This is an optimization exercise on Yosys and OpenROAD, whose aim is small area, a short achievable clock period and few clock cycles, not a production implementation. Only simulation tests tie the RTL to the original design; equivalence was not proved. Power figures rest on the tool's default switching activity, not on a simulated workload.

sierra:
// crc_fc_core
module crc_fc_core (
    input  wire        clk,
    input  wire        rst,           
    input  wire        host_en,
    input  wire        host_we,
    input  wire [4:0]  host_addr,     
    input  wire [31:0] host_wdata,
    output reg  [31:0] host_rdata,    
    output reg         buf_en,
    output reg  [3:0]  buf_we,        
    output reg  [13:0] buf_addr,
    output wire [31:0] buf_wdata,
    input  wire [31:0] buf_rdata,     
    output reg         irq
);
    reg [31:0] cmd;
    reg        busy, done, rej;
    reg        err_any, err_rng;      
    reg        ie;
    reg [15:0] crc;
    reg [15:0] desc_count;
    reg [31:0] arg0, arg1, arg2, arg3;
    reg [31:0] res0, res1;
    reg [3:1]  res2;                  
    reg [15:0] res3;
    reg        r0c;                   
    reg [31:0] field [0:15];
    reg        ex;                    
    reg        rd;                    
    reg        d1_v, d1_first, d1_last;    
    reg        w_v, w_last;           
    reg [1:0]  w_sp;                  
    reg [31:0] word;                  
    reg        tw1, tw2;              
    reg [7:0]  wa, wb;                
    assign buf_wdata = {wa, wb, wa, wb};
    wire [3:0] errcode = {1'b0, err_any, err_any, err_rng};
    function [15:0] crc32in;
        input [31:0] w;
        reg   [15:0] c;
        integer i;
        begin
            c = 16'd0;
            for (i = 31; i >= 0; i = i - 1)
                c = (c[15] ^ w[i]) ? ((c << 1) ^ 16'h1021) : (c << 1);
            crc32in = c;
        end
    endfunction
    wire hw     = host_en & host_we;
    wire wr_cmd = hw & (host_addr == 5'd0);
    wire accept = wr_cmd & ~busy;
    wire [31:0] wdm = host_wdata & {32{~rst}};    
    wire [7:0] h_opc = host_wdata[7:0];
  ...
==> flow/config.mk <==
export PLATFORM = sky130hd
export DESIGN_NAME = crc_fc_core
export DESIGN_NICKNAME = crc_fc_core
export VERILOG_FILES = /design/flow/design.v
export SDC_FILE = /design/flow/constraint.sdc
export NUM_CORES = 4
export LEC_CHECK = 0
export CAP_MARGIN = 20
export CORE_MARGIN = 2
export CORE_UTILIZATION = 50
export SLEW_MARGIN = 20
==> flow/constraint.sdc <==
create_clock -name core_clock -period 10.0 [get_ports {clk}]
set_input_delay 2.0000 -clock core_clock [delete_from_list [all_inputs] [get_ports {clk}]]
set_output_delay 2.0000 -clock core_clock [all_outputs]
set_load 0.01 [all_outputs]
standard.sh (not shown) runs the stock make flow with config.mk's settings and CLKGATE_MAP_FILE= SYNTH_SCRIPT=/design/flow/synth_recipe.tcl, a recipe that flattens the netlist after the stock synthesis.
==> flow/flow/run.sh <==
#!/bin/bash
# The standard layout (standard.sh: ORFS synthesis, floorplan, place, CTS, route, finish)
# with the design's SDC unchanged. Only layout knobs differ from the defaults:
#  - every port still gets a buffer, but a plain buf_2 instead of a delay cell;
#  - CTS clusters up to 20 sinks within 100 um per leaf buffer and inserts no dummy loads.
set -euo pipefail
export SETUP_SLACK_MARGIN=6.6
export BUFFER_PORTS_ARGS="-buffer_cell sky130_fd_sc_hd__buf_2"
export CTS_ARGS="-sink_clustering_enable -repair_clock_nets -dont_use_dummy_load -sink_clustering_size 20 -sink_clustering_max_diameter 100"
bash standard.sh > standard.log 2>&1
Testbench counts of sierra, summed over its fixed seeds: cycles 14,693.
Modified inputs, lagoon compared to sierra
--- a/flow/design.v
+++ b/flow/design.v
@@ -177,38 +177,35 @@
         end
         if (rst | hsel[8])  arg0 <= wdm;
         if (rst | hsel[9])  arg1 <= wdm;
         if (rst | hsel[10]) arg2 <= wdm;
         if (rst | hsel[11]) arg3 <= wdm;
         if (rst | hsel[4])  desc_count <= wdm[15:0];
         if (rst | (accept)) cmd <= wdm;
     end
-    wire [31:0] ra = 32'd1 << host_addr;
-    reg  [31:0] rmux;
-    integer r;
-    always @(*) begin
-        rmux = ({32{ra[0]}}  & cmd) |
-               ({32{ra[1]}}  & {24'd0, errcode, 1'b0, rej, done, busy}) |
-               ({32{ra[2]}}  & {31'd0, ie}) |
-               ({32{ra[3]}}  & {16'd0, crc}) |
-               ({32{ra[4]}}  & {16'd0, desc_count}) |
-               ({32{ra[8]}}  & arg0) |
-               ({32{ra[9]}}  & arg1) |
-               ({32{ra[10]}} & arg2) |
-               ({32{ra[11]}} & arg3) |
-               ({32{ra[12]}} & (r0c ? {16'd0, crc} : res0)) |
-               ({32{ra[13]}} & res1) |
-               ({32{ra[14]}} & {28'd0, res2, 1'b0}) |
-               ({32{ra[15]}} & {16'd0, res3});
-        for (r = 0; r < 16; r = r + 1)
-            rmux = rmux | ({32{ra[16 + r]}} & field[r]);
+    always @(posedge clk) begin
+        case (host_addr)
+            5'd0:  host_rdata <= cmd;
+            5'd1:  host_rdata <= {24'd0, errcode, 1'b0, rej, done, busy};
+            5'd2:  host_rdata <= {31'd0, ie};
+            5'd3:  host_rdata <= {16'd0, crc};
+            5'd4:  host_rdata <= {16'd0, desc_count};
+            5'd8:  host_rdata <= arg0;
+            5'd9:  host_rdata <= arg1;
+            5'd10: host_rdata <= arg2;
+            5'd11: host_rdata <= arg3;
+            5'd12: host_rdata <= r0c ? {16'd0, crc} : res0;
+            5'd13: host_rdata <= res1;
+            5'd14: host_rdata <= {28'd0, res2, 1'b0};
+            5'd15: host_rdata <= {16'd0, res3};
+            5'd5, 5'd6, 5'd7: host_rdata <= 32'd0;
+            default: host_rdata <= field[host_addr[3:0]];
+        endcase
     end
-    always @(posedge clk)
-        host_rdata <= rmux;
     wire r0_pack = ok & op_pack;
     wire r0_a0   = ok & ((op_ph & sub[1]) | (op_sc & sub[0]));
     wire r0_enc  = ok & op_ph & ~sub[1] & ~dec;
     wire r0_dec  = ok & op_ph & ~sub[1] & dec;
     wire r0_sc   = ok & op_sc & ~sub[0];
     wire r0_crc  = hsel[3] & r0c;
     wire [31:0] r0_val = ({32{r0_pack}} & pack_word) |
                          ({32{r0_a0}}   & arg0) |
Results
- Synthesized area essentially unchanged between lagoon and sierra.
- Compared to sierra, lagoon has number of non-clock buffers 8.1% lower.
- On switching power as a share of total power, lagoon tracks sierra almost exactly.
- Compared lagoon against sierra; clock-pin slew of the registers on the worst-case setup and hold paths within noise.
- From sierra to lagoon the numbers moved as follows: clock tree skew after final layout went down 22 ps, wire length of the first global-routing pass went down 16,000 um.
- Across both runs, latest clock arrival within the worst-skew pair was higher for lagoon than for sierra.
- Taking sierra as the reference, in lagoon data arrival time of the critical path went up, part of the power in the clock network shows no meaningful change.
- lagoon against sierra; leakage power summed over all cells is down slightly.
- Between sierra and lagoon, the simple-gate share of the synthesized area is higher for sierra.
Testbench counts of lagoon, summed over its fixed seeds: cycles 14,693.

[afterwards: timing with drivers on the ports]
Ports are ideal in the flow. The routed layouts listed here were re-timed in OpenROAD.
Step 1, drivers: a clkbuf_16 drives clk and a buf_2 each remaining input, both assumed.
Step 2 adds t to the input delays and takes it off the output delays; t is the mean of the earliest and latest rising clock arrival at the registers after step 1. Input paths then give back, and output paths get back, about the clock's delay inside the block.
Three values: ideal ports, drivers, drivers and shift; two values: the first two.
| run | shift t [ns] | slack for setup (ns) | hold WS [ns] | worst register clock-pin slew, ns |
|---|---|---|---|---|
| sierra | 0.695 | 6.501 / 6.381 / 5.686 | 0.414 / 0.414 / 0.414 | 0.11 / 0.11 |
| lagoon | 0.728 | 6.536 / 6.394 / 5.666 | 0.428 / 0.428 / 0.428 | 0.10 / 0.10 |
After both steps setup and hold are still met in every run listed. The setup slack of lagoon, which loses most, moves by -0.142 ns with the drivers and by -0.870 ns with both steps.
